From an optimization exercise on the open Yosys and OpenROAD flow, aimed at small area, a short achievable clock period and few clock cycles per item; shortcuts taken in it are not production practice.
In this exercise RTL edits were held to simulation tests only and were not proved equivalent to the original.

Setup of 03-08:
Design nco_waveform, start of the top module:
module nco_waveform (
    input  wire        clk,
    input  wire        rst,         
    input  wire        in_valid,
    output wire        in_ready,
    input  wire [31:0] p_in,
    input  wire [31:0] gain_in,
    input  wire [2:0]  wave_in,
    input  wire [31:0] rng_in,
    output reg         out_valid,
    output reg  [31:0] y_out,
    output reg  [31:0] rng_out
);
clock: 22.0 ns
lec_check: 0
cap_margin: 50
core_margin: 2
core_utilization: 70
cts_cluster_diameter: 100
cts_cluster_size: 30
place_density: 0.8
slew_margin: 70
synth_hierarchical: 1
run.sh (not shown) runs the stock make flow with config.mk's settings and CLKGATE_MAP_FILE= SYNTH_SCRIPT=/design/flow/synth_recipe.tcl, a recipe that flattens the netlist after the stock synthesis.
03-08 did not stop at any stage, and its layout met the timing, DRC and antenna checks.
Testbench counts of 03-08, summed over its fixed seeds: cycles 3,256, items 3,200.
Changes in 12-19 relative to 03-08:
==> flow/flow/run.sh (new file) <==
#!/bin/bash
# Layout: the standard flow (standard.sh, all steps unchanged), with the input and
# output port buffers that placement inserts made from sky130_fd_sc_hd__buf_2 cells.
# The make output goes to standard.log; ORFS's own per-step logs stay under orfs/logs/.
set -euo pipefail
export BUFFER_PORTS_ARGS="-buffer_cell sky130_fd_sc_hd__buf_2"
bash standard.sh finish > standard.log 2>&1
==> flow/standard.sh (new file) <==
#!/bin/bash
# synth_recipe.tcl (not shown) runs the flow's synth.tcl, then flattens the netlist and writes it again
# the make line also repeats each setting of config.mk as NAME=value (left out here)
make -C /OpenROAD-flow-scripts/flow DESIGN_CONFIG=/design/flow/config.mk WORK_HOME=/design/flow/orfs CLKGATE_MAP_FILE= SYNTH_SCRIPT=/design/flow/synth_recipe.tcl "${@:-finish}"
removed: flow/run.sh
Results
Mapped cell area came out exactly the same in 03-08 and 12-19.
Number of non-clock buffers was higher in the run labelled 03-08.
Global-route usage over all layers in 12-19 vs 03-08: up 0.23 points
From 03-08 to 12-19 the numbers moved as follows: TritonCTS buffer count went up 1; cell count held.

* * *

Starting RTL as in the previous note.
Settings: LEC_CHECK=0, CAP_MARGIN=50, CORE_MARGIN=2, CORE_UTILIZATION=60, CTS_CLUSTER_DIAMETER=100, CTS_CLUSTER_SIZE=30, PLACE_DENSITY=0.7, SLEW_MARGIN=70, SYNTH_HIERARCHICAL=1; clock period 22.0 ns.
Stock flow here: none of the scripts above is used.
Testbench counts at the start, summed over its fixed seeds: cycles 3,256, items 3,200.
==> next run, changes <==
==> flow/flow/run.sh (new file) <==
#!/bin/bash
# Layout: the standard flow (standard.sh, all steps unchanged), with the input and
# output port buffers that placement inserts made from sky130_fd_sc_hd__buf_2 cells.
# The make output goes to standard.log; ORFS's own per-step logs stay under orfs/logs/.
set -euo pipefail
export BUFFER_PORTS_ARGS="-buffer_cell sky130_fd_sc_hd__buf_2"
bash standard.sh finish > standard.log 2>&1
==> flow/standard.sh (new file) <==
#!/bin/bash
# synth_recipe.tcl (not shown) runs the flow's synth.tcl, then flattens the netlist and writes it again
# the make line also repeats each setting of config.mk as NAME=value (left out here)
make -C /OpenROAD-flow-scripts/flow DESIGN_CONFIG=/design/flow/config.mk WORK_HOME=/design/flow/orfs CLKGATE_MAP_FILE= SYNTH_SCRIPT=/design/flow/synth_recipe.tcl "${@:-finish}"
--- a/flow/config.mk
+++ b/flow/config.mk
@@ -10 +10 @@
-export CORE_UTILIZATION = 60
+export CORE_UTILIZATION = 50
@@ -13 +12,0 @@
-export PLACE_DENSITY = 0.7
removed: flow/run.sh
Wire length goes up by 3.8%.
Design area stays flat.
Hold slack gets worse by 0.010 ns.
Final cell count climbs by 4.1%.
Setup slack improves by 0.21 ns.
Clock-buffer cell count is unchanged.
Fmax goes up by 3.6%.
Synthesized area is unchanged.
Flip-flop and latch count does not change.
==> next run, changes <==
==> flow/run.sh (new file) <==
#!/bin/bash
# synth_recipe.tcl (not shown) runs the flow's synth.tcl, then flattens the netlist and writes it again
# the make line also repeats each setting of config.mk as NAME=value (left out here)
make -C /OpenROAD-flow-scripts/flow DESIGN_CONFIG=/design/flow/config.mk WORK_HOME=/design/flow/orfs CLKGATE_MAP_FILE= SYNTH_SCRIPT=/design/flow/synth_recipe.tcl finish
removed: flow/flow/run.sh
removed: flow/standard.sh
After rerunning: Design area went up by 0.91%. Global-route usage went down by 0.28 points. Worst setup slack loses 0.24 ns. Clock skew went up by 0.0035 ns. Non-clock buffer count went down by 7.

re-timing with driven ports:
The results above use ideal ports. As a check the final layouts listed here were re-extracted and re-timed, cells and wires unchanged.
Step 1, drivers: a clkbuf_16 drives clk and a buf_2 each remaining input, both assumed.
Step 2, shift: input delay + t, output delay - t, t = (earliest + latest rising clock arrival at the registers) / 2. This alone moves slack from input paths to output paths.
a / b / c = ideal ports / drivers / drivers and shift; a / b = the first two.
| run | t (ns) | setup slack, ns | hold slack, ns | latest minus earliest clock arrival (ns) | pins driven straight from the clock port |
|---|---|---|---|---|---|
| 03-08 | 0.704 | 15.991 / 15.928 / 16.269 | 0.315 / 0.315 / 0.315 | 0.031 / 0.031 | 1 |
| 12-19 | 0.701 | 16.248 / 16.248 / 16.248 | 0.322 / 0.322 / 0.322 | 0.050 / 0.051 | 1 |
| the first run of note 2 | 0.697 | 16.010 / 15.945 / 16.372 | 0.322 / 0.322 / 0.322 | 0.039 / 0.040 | 1 |
| the second run of note 2 | 0.687 | 16.220 / 16.220 / 16.220 | 0.311 / 0.311 / 0.311 | 0.050 / 0.050 | 1 |
| the third run of note 2 | 0.697 | 15.981 / 15.916 / 16.359 | 0.301 / 0.301 / 0.301 | 0.044 / 0.043 | 1 |
After both steps every run listed still meets setup and hold.
